Background: an optimization exercise with open tools, aiming at a short achievable clock period and few clock cycles per item. Do not read the settings as production practice. Only simulation tests tie the RTL to the original design; equivalence was not proved. Power and IR drop assume default switching activity.

$ cat flow/run.sh
#!/bin/bash
# synth_recipe.tcl (not shown) runs the flow's synth.tcl, then flattens the netlist and writes it again
# the make line also repeats each setting of config.mk as NAME=value (left out here)
make -C /OpenROAD-flow-scripts/flow DESIGN_CONFIG=/design/flow/config.mk WORK_HOME=/design/flow/orfs CLKGATE_MAP_FILE= SYNTH_SCRIPT=/design/flow/synth_recipe.tcl finish
$ cat flow/config.mk
export PLATFORM = sky130hd
export DESIGN_NAME = ada_rx
export DESIGN_NICKNAME = ada_rx
export VERILOG_FILES = /design/flow/design.v
export SDC_FILE = /design/flow/constraint.sdc
export NUM_CORES = 4
export LEC_CHECK = 0
export CAP_MARGIN = 20
export CORE_MARGIN = 2
export CORE_UTILIZATION = 40
export SLEW_MARGIN = 20
$ cat flow/constraint.sdc
create_clock -name core_clock -period 11.0 [get_ports {clk}]
set_input_delay 2.2000 -clock core_clock [delete_from_list [all_inputs] [get_ports {clk}]]
set_output_delay 2.2000 -clock core_clock [all_outputs]
set_load 0.01 [all_outputs]
$ cat flow/design.v
module ada_rx (
    input  wire        clk,
    input  wire        rst,         
    input  wire        in_valid,
    input  wire [7:0]  in_data,
    output wire        in_ready,
    output wire        out_valid,
    input  wire        out_ready,
    output wire [1:0]  out_kind,    
    output wire [31:0] out_data,
    output wire        out_last
);
    localparam integer NAME_MAX   = 32;
    localparam integer LEN_CAP    = 50000;
    localparam integer PBUF_BYTES = 128;
    localparam [2:0] SEEK_MARKER  = 3'd0,
                     READ_NAME    = 3'd1,
                     READ_LENGTH  = 3'd2,
                     READ_PAYLOAD = 3'd3,
                     READ_CRC     = 3'd4;
    localparam [7:0] ERR_CRC           = 8'h01,
                     ERR_OVERSIZE      = 8'h02,
                     ERR_UNKNOWN_NAME  = 8'h03,
                     ERR_NAME_TOO_LONG = 8'h04,
                     ERR_RESYNC        = 8'h05,
                     ERR_MALFORMED     = 8'h06,
                     ERR_ALLOC         = 8'h07;
    localparam [1:0] KIND_ERR  = 2'd1,
                     KIND_HDR  = 2'd2,
                     KIND_WORD = 2'd3;
    function [31:0] crc_update(input [31:0] c_in, input [7:0] b);
        integer k;
        reg [31:0] c;
        begin
            c = c_in ^ {24'd0, b};
            for (k = 0; k < 8; k = k + 1)
                c = c[0] ? ((c >> 1) ^ 32'hEDB88320) : (c >> 1);
            crc_update = c;
        end
    endfunction
    reg [2:0]   phase;
    reg [7:0]   mhist [0:2];           
    reg [1:0]   mh_len;                
    reg [255:0] name_sh;               
    reg [5:0]   name_len;
    reg [3:0]   name_id;
    reg [31:0]  len_acc;
    reg [1:0]   len_cnt;
    reg [31:0]  plen;
    reg [31:0]  pay_cnt;
    reg [7:0]   pbuf [0:PBUF_BYTES-1];
    reg [31:0]  crc_run;
    reg [31:0]  crc_acc;
    reg [1:0]   crc_cnt;
    reg         o_busy;
    reg [1:0]   o_kind;
    reg [31:0]  o_data;
    reg         o_last;
    reg [5:0]   o_nwords;
    reg [5:0]   o_widx;
    assign in_ready  = !o_busy;
    assign out_valid = o_busy;
    assign out_kind  = o_kind;
    assign out_data  = o_data;
    assign out_last  = o_last;
    wire       take = in_valid && in_ready;
    wire [7:0] b    = in_data;
    wire marker_hit = (mh_len == 2'd3) &&
                      (mhist[0] == 8'h7E) && (mhist[1] == 8'h41) &&
                      (mhist[2] == 8'h44) && (b == 8'h41);
    reg       name_known;
    reg [3:0] name_match;
    always @* begin
        name_known = 1'b1;
        name_match = 4'd0;
        if      (name_len ==  8 && name_sh[ 63:0] == "SetColor")       name_match = 4'd0;
        else if (name_len ==  7 && name_sh[ 55:0] == "Breathe")        name_match = 4'd1;
        else if (name_len ==  8 && name_sh[ 63:0] == "Gradient")       name_match = 4'd2;
        else if (name_len == 14 && name_sh[111:0] == "MovingGradient") name_match = 4'd3;
        else if (name_len ==  9 && name_sh[ 71:0] == "CrossFade")      name_match = 4'd4;
        else if (name_len ==  7 && name_sh[ 55:0] == "Rainbow")        name_match = 4'd5;
        else if (name_len ==  4 && name_sh[ 31:0] == "Fire")           name_match = 4'd6;
        else if (name_len ==  7 && name_sh[ 55:0] == "Twinkle")        name_match = 4'd7;
        else if (name_len == 10 && name_sh[ 79:0] == "NeuralDrop")     name_match = 4'd8;
        else if (name_len ==  9 && name_sh[ 71:0] == "WaterDrop")      name_match = 4'd9;
        else if (name_len ==  9 && name_sh[ 71:0] == "StartRain")      name_match = 4'd10;
        else if (name_len ==  8 && name_sh[ 63:0] == "StopRain")       name_match = 4'd11;
        else if (name_len ==  6 && name_sh[ 47:0] == "Status")         name_match = 4'd12;
        else if (name_len == 13 && name_sh[103:0] == "EncodedBuffer")  name_match = 4'd13;
        else if (name_len == 10 && name_sh[ 79:0] == "FullBuffer")     name_match = 4'd14;
        else if (name_len ==  9 && name_sh[ 71:0] == "SpeedTest")      name_match = 4'd15;
        else                                                          name_known = 1'b0;
    end
    wire [31:0] len_full = {b, len_acc[23:0]};
    wire [31:0] w0   = {pbuf[3], pbuf[2], pbuf[1], pbuf[0]};
    wire [31:0] w1   = {pbuf[7], pbuf[6], pbuf[5], pbuf[4]};
    wire [63:0] prod = w0 * w1;                   
    reg malformed;
    always @* begin
        case (name_id)
            4'd0:  malformed = (plen <  8) || ((plen -  8) % 4 != 0);   
            4'd1:  malformed = (plen != 12);                           
            4'd2:  malformed = (plen < 12) || ((plen - 12) % 4 != 0);   
            4'd3:  malformed = (plen < 12) || ((plen - 12) % 4 != 0);   
            4'd4:  malformed = (plen <  4) || ((plen -  4) % 4 != 0);   
            4'd5:  malformed = (plen !=  8);                           
            4'd6:  malformed = (plen != 12);                           
            4'd7:  malformed = (plen != 16);                           
            4'd8:  malformed = (plen !=  4);                           
            4'd9:  malformed = (plen != 12);                           
            4'd10: malformed = (plen !=  8);                           
            4'd11: malformed = (plen !=  0);                           
            4'd12: malformed = (plen !=  0);                           
            4'd13: malformed = (plen < 12) || ((plen - 12) % 8 != 0);   
            4'd14: malformed = (plen < 12) ||                           
                               ({prod, 2'b00} != {34'd0, plen - 32'd12});
            default: malformed = (plen != 0);                         
        endcase
    end
    reg        ev;            
    reg [7:0]  ev_code;       
    always @* begin
        ev      = 1'b0;
        ev_code = 8'h00;
        if (marker_hit) begin
            if (phase != SEEK_MARKER) begin
                ev = 1'b1; ev_code = ERR_RESYNC;
            end
        end else begin
            case (phase)
                READ_NAME:
                    if (b == 8'h00) begin
                        if (!name_known) begin
                            ev = 1'b1; ev_code = ERR_UNKNOWN_NAME;
                        end
                    end else if (name_len == NAME_MAX) begin
                        ev = 1'b1; ev_code = ERR_NAME_TOO_LONG;
                    end
                READ_LENGTH:
                    if (len_cnt == 2'd3) begin
                        if (len_full > LEN_CAP) begin
                            ev = 1'b1; ev_code = ERR_OVERSIZE;
                        end else if (len_full > PBUF_BYTES) begin
                            ev = 1'b1; ev_code = ERR_ALLOC;
                        end
                    end
                READ_CRC:
                    if (crc_cnt == 2'd3) begin
                        ev = 1'b1;
                        if ({b, crc_acc[23:0]} != ~crc_run)
                            ev_code = ERR_CRC;
                        else if (malformed)
                            ev_code = ERR_MALFORMED;
                    end
                default: ;
            endcase
        end
    end
    always @(posedge clk) begin
        if (rst) begin
            phase    <= SEEK_MARKER;
            mh_len   <= 2'd0;
            name_len <= 6'd0;
            name_id  <= 4'd0;
            len_acc  <= 32'd0;
            len_cnt  <= 2'd0;
            plen     <= 32'd0;
            pay_cnt  <= 32'd0;
            crc_run  <= 32'hFFFFFFFF;
            crc_acc  <= 32'd0;
            crc_cnt  <= 2'd0;
            o_busy   <= 1'b0;
            o_kind   <= 2'd0;
            o_data   <= 32'd0;
            o_last   <= 1'b0;
            o_nwords <= 6'd0;
            o_widx   <= 6'd0;
        end else begin
            if (o_busy && out_ready) begin
                if (o_last) begin
                    o_busy <= 1'b0;
                end else begin
                    o_kind <= KIND_WORD;
                    o_data <= {pbuf[4*o_widx+3], pbuf[4*o_widx+2],
                               pbuf[4*o_widx+1], pbuf[4*o_widx]};
                    o_last <= (o_widx + 6'd1 == o_nwords);
                    o_widx <= o_widx + 6'd1;
                end
            end
            if (take) begin
                mhist[0] <= mhist[1];
                mhist[1] <= mhist[2];
                mhist[2] <= b;
                if (marker_hit)
                    mh_len <= 2'd0;
                else if (mh_len != 2'd3)
                    mh_len <= mh_len + 2'd1;
                if (ev) begin
                    o_busy   <= 1'b1;
                    o_widx   <= 6'd0;
                    o_nwords <= plen[7:2];
                    if (ev_code != 8'h00) begin
                        o_kind <= KIND_ERR;
                        o_data <= {24'd0, ev_code};
                        o_last <= 1'b1;
                    end else begin
                        o_kind <= KIND_HDR;
                        o_data <= {16'd0, 2'b00, plen[7:2], 4'd0, name_id};
                        o_last <= (plen == 32'd0);
                    end
                end
                if (marker_hit || ev) begin
                    name_len <= 6'd0;
                    len_acc  <= 32'd0;
                    len_cnt  <= 2'd0;
                    plen     <= 32'd0;
                    pay_cnt  <= 32'd0;
                    crc_run  <= 32'hFFFFFFFF;
                    crc_acc  <= 32'd0;
                    crc_cnt  <= 2'd0;
                    phase    <= marker_hit ? READ_NAME : SEEK_MARKER;
                end else begin
                    case (phase)
                        READ_NAME:
                            if (b == 8'h00) begin
                                name_id <= name_match;
                                len_acc <= 32'd0;
                                len_cnt <= 2'd0;
                                phase   <= READ_LENGTH;
                            end else begin
                                name_sh  <= {name_sh[247:0], b};
                                name_len <= name_len + 6'd1;
                            end
                        READ_LENGTH:
                            if (len_cnt != 2'd3) begin
                                len_acc <= len_acc | ({24'd0, b} << (8 * len_cnt));
                                len_cnt <= len_cnt + 2'd1;
                            end else begin
                                plen    <= len_full;
                                pay_cnt <= 32'd0;
                                crc_run <= 32'hFFFFFFFF;
                                crc_acc <= 32'd0;
                                crc_cnt <= 2'd0;
                                len_cnt <= 2'd0;
                                phase   <= (len_full == 32'd0) ? READ_CRC : READ_PAYLOAD;
                            end
                        READ_PAYLOAD: begin
                            pbuf[pay_cnt[6:0]] <= b;
                            crc_run <= crc_update(crc_run, b);
                            pay_cnt <= pay_cnt + 32'd1;
                            if (pay_cnt + 32'd1 == plen)
                                phase <= READ_CRC;
                        end
                        READ_CRC:
                            if (crc_cnt != 2'd3) begin
                                crc_acc <= crc_acc | ({24'd0, b} << (8 * crc_cnt));
                                crc_cnt <= crc_cnt + 2'd1;
                            end
                        default: ;
                    endcase
                end
            end
        end
    end
endmodule
==> results.json <==
{
  "p_leak_nw": 33.44,
  "slew_viol_final": 0,
  "synthFlopType": "edfxtp_1",
  "yosysSeqAreaShare_pct": 44.27,
  "crit_path_frequent_cell": "fa_1",
  "holdWs_ps": 440.8,
  "ys_types": 89,
  "clock-sinks": 1371,
  "max_stage_delay_ps": 1070,
  "ant_nets": 0,
  "ff2ff_setup_slack_ps": 930,
  "cts_max_level": 4,
  "syn2layout_area_growth_pct": 9.469,
  "maxCapViolCount": 0,
  "worst-setup-path-type": "reg2reg",
  "cts_buffer_depth": 3,
  "vias": 54907,
  "r2r-end": "o_last",
  "outcome": "no timing/DRC/antenna violations",
  "first_global_vias": 57998,
  "synth_top_area_share_pct": 39.48,
  "fmax_mhz": 99.27,
  "vdd_ir_drop_max_mv": 0.1543,
  "finalSetupTns_ps": 0,
  "post_drt_wl_per_cell_um": 24.43,
  "synth_seq_cells": 1371,
  "clockRootBuffer": "clkbuf_16",
  "dp_hpwl_mm": 174.5,
  "routed_via_density": 5.607,
  "io_pins": 49,
  "hp-start": "name_sh[93]",
  "cp_max_fo": 18,
  "critPathCaptureType": "flop",
  "cp-start-kind": "flop",
  "async_reset_ff_share_pct": 0,
  "antenna_found_initial": 9,
  "grt.total_usage_pct": 21.60,
  "final_min_period_over_clock_period_pct": 91.58,
  "slew-limit-headroom_pct": 25.72,
  "holdPathStages": 0,
  "port_buffers": 48,
  "hold_viol_final": 0,
  "dp_cells": 9545,
  "worstReg2RegStart": "pbuf[1][1]",
  "min-delay-path-class": "reg2reg",
  "crit_start": "pbuf[1][1]",
  "fp.coreArea_um2": 219500,
  "tightest_slew_ps": 1114,
  "die_x_um": 473.6,
  "ctsResizeCount": 0,
  "place_congestion": 0.9385,
  "synthesis.nets": 8066,
  "firstDrtPassIters": 7,
  "period_minus_slack_ps": 10070,
  "yosys-top-cells-area": "edfxtp_1, fa_1, mux4_2, dfxtp_1, ha_1",
  "mappedNetlistArea_um2": 88220,
  "path_cells": "buf_4 > nand2_1 > fa_1 > fa_1 > fa_1 > fa_1 > fa_1 > fa_1 > fa_1 > fa_1 > inv_1 > ha_1 > a21oi_1 > o21ai_0 > a21oi_1 > nor2_1 > a211oi_1 > o21ai_1 > or4_1 > a31oi_1 > nand4_1 > o31ai_1 > and2_1 > a211oi_1",
  "rsz0062_at_grt": "no",
  "synth_cells": 6881,
  "drive_gt1_share_pct": 10.66,
  "final-instance-count-excl-fill": 9793,
  "synthTopCellsByCount": "edfxtp_1, fa_1, nand2_1, inv_1, nor2_1",
  "reg2regPathDepth": 24,
  "cts_hold_buf": 0,
  "synth_warnings": 2,
  "routed_wl_mm": 239.3,
  "clkLatencyLatePin_ps": 790,
  "power.density_nw_per_um2": 107.6,
  "tritoncts": "yes",
  "dieHeight_um": 473.6,
  "final_nets": 8003,
  "fin_util_pct": 44.00,
  "crit_end": "o_last",
  "yosysMostFrequentCell": "edfxtp_1",
  "clock_skew_ps": 47.59,
  "rows": 172,
  "antenna_cells": 0,
  "route.detailed.drc": 0,
  "post-cts-setup-buffers": 0,
  "synth_area_per_cell_um2": 12.82,
  "fillers": 20015,
  "synth_edf_count": 1160,
  "initial_core_util_pct": 40.19,
  "synth.largest_area_cell": "edfxtp_1",
  "setup_viol": 0,
  "required_ps": 11630,
  "overflow": 0,
  "cp.arrival_ps": 10710,
  "numCtsBuffers": 137,
  "cts.clk_slew.worst_paths_ps": 70,
  "crit_slowest_cell": "edfxtp_1",
  "grt_max_degree": 140,
  "dieArea_um2": 224300,
  "drtIter0Drc": 4976,
  "grt_pass1_wl_mm": 366.4
}
## state kept, by name, summed over array words and instances (netlist names), 6 cells and up
| signal | cells |
|---|---|
| o_widx | 6 |
| o_nwords | 6 |
| plen | 32 |
| pay_cnt | 32 |
| crc_acc | 24 |
| crc_run | 32 |
| mhist | 24 |
| name_sh | 112 |
| o_data | 32 |
| pbuf | 1024 |
| name_len | 6 |
| len_acc | 24 |
## per-layer routing
layer / wire, um / global-route usage [%]
met1: 101200 / 29.52
met2: 117500 / 36.01
met3: 13770 / 2.802
met4: 6751 / 6.476
met5: 10 / 0
## logic make-up (layout without fill, tap and decap cells)
group                    after synthesis  in the layout  synth area share, %
AO/OA/AOI/OAI                        543            543                3.818
XOR/XNOR                             264            264                2.621
adder cells (fa/ha/maj)             1173           1173                24.26
buffers and inverters                961           1002                4.103
flip-flops                          1371           1371                44.27
multiplexers                         368            368                8.714
AND/OR/NAND/NOR                     2201           2201                12.21
## critical path, delay by kind of cell, from the launching register on
family                     cells  cell delay [ps]
buffers and inverters          2              440
adders and majority gates      9             4480
and+or+nand+nor                5             1180
DFF                            1             1070
AOI/OAI and AO/OA              8             2710
## report_power, final
part           total, W  switching, W  internal (W)
sequential      0.00562    0.00000178       0.00562
clock           0.00461       0.00203       0.00258
combinational  0.000163      0.000128     0.0000347
total            0.0104       0.00216       0.00823
## placed cells by master, fill, tap and decap left out, types with 142 or more instances in the layout
| master | count |
|---|---|
| xnor2_1 | 174 |
| edfxtp_1 | 1160 |
| ha_1 | 277 |
| and2_1 | 387 |
| buf_4 | 155 |
| nand2_1 | 855 |
| fa_1 | 896 |
| nor2_1 | 403 |
| a21oi_1 | 203 |
| inv_1 | 548 |
| clkbuf_16 | 142 |
| dfxtp_1 | 206 |
| mux4_2 | 320 |
## final cells by class
type | count | area (um^2) | share of cell area, %
repair buffers | 211 | 1862 | 1.928
clock inverters | 69 | 639.4 | 0.6620
inverters | 548 | 2057 | 2.130
multi-input cells | 4549 | 45600 | 47.22
well taps | 2871 | 3592 | 3.719
clock buffers | 174 | 3754 | 3.887
flip-flops and latches | 1371 | 39070 | 40.46
## through the flow
step | setup WS (ps) | area, um^2 | power, W
2_1_floorplan | 2954 | 88220 | 0.005796
3_3_place_gp | 963.2 | 92010 | 0.005895
3_5_place_dp | 1179 | 92100 | 0.005901
4_1_cts | 1111 | 96490 | 0.01049
5_1_grt | 552.5 | 96580 | 0.01067
6_report | 926.5 | 96580 | 0.01039
## how the worst min path moves through the flow
stage,to,slack (ps)
2_1_floorplan,name_sh[111],420
3_3_place_gp,mhist[1][6],430
3_5_place_dp,name_sh[98],430
4_1_cts,name_sh[101],440
5_1_grt,mhist[1][6],460
6_report,name_sh[101],440
Testbench counts, summed over its fixed seeds: cycles 55,159, bytes 47,847.

## what the ideal ports hide
The flow's constraints put no driver on any port. The routed layout listed below was extracted and timed again, unchanged, in two steps. Step 1 sets driving cells, clkbuf_16 on the clock port and buf_2 on the other inputs (assumed; they add their load-dependent delay and slew). Step 2 times the ports against the registers' clock, not the clock port: input delays grow and output delays shrink by t, the midpoint of the rising clock arrivals with the driver on. Slacks: ideal ports / drivers / drivers and shift; pairs: ideal ports / drivers.
t (ns): 0.849
setup WS [ns]: 0.926 / 0.926 / 0.926
hold slack, ns: 0.441 / 0.441 / 0.441
worst data-port slew with drivers (ns): 0.05
cell pins on the clock port's net: 1
After both steps setup and hold are still met in this run. For this run, drivers alone change the setup slack by 0.000 ns; drivers and shift together by 0.000 ns.
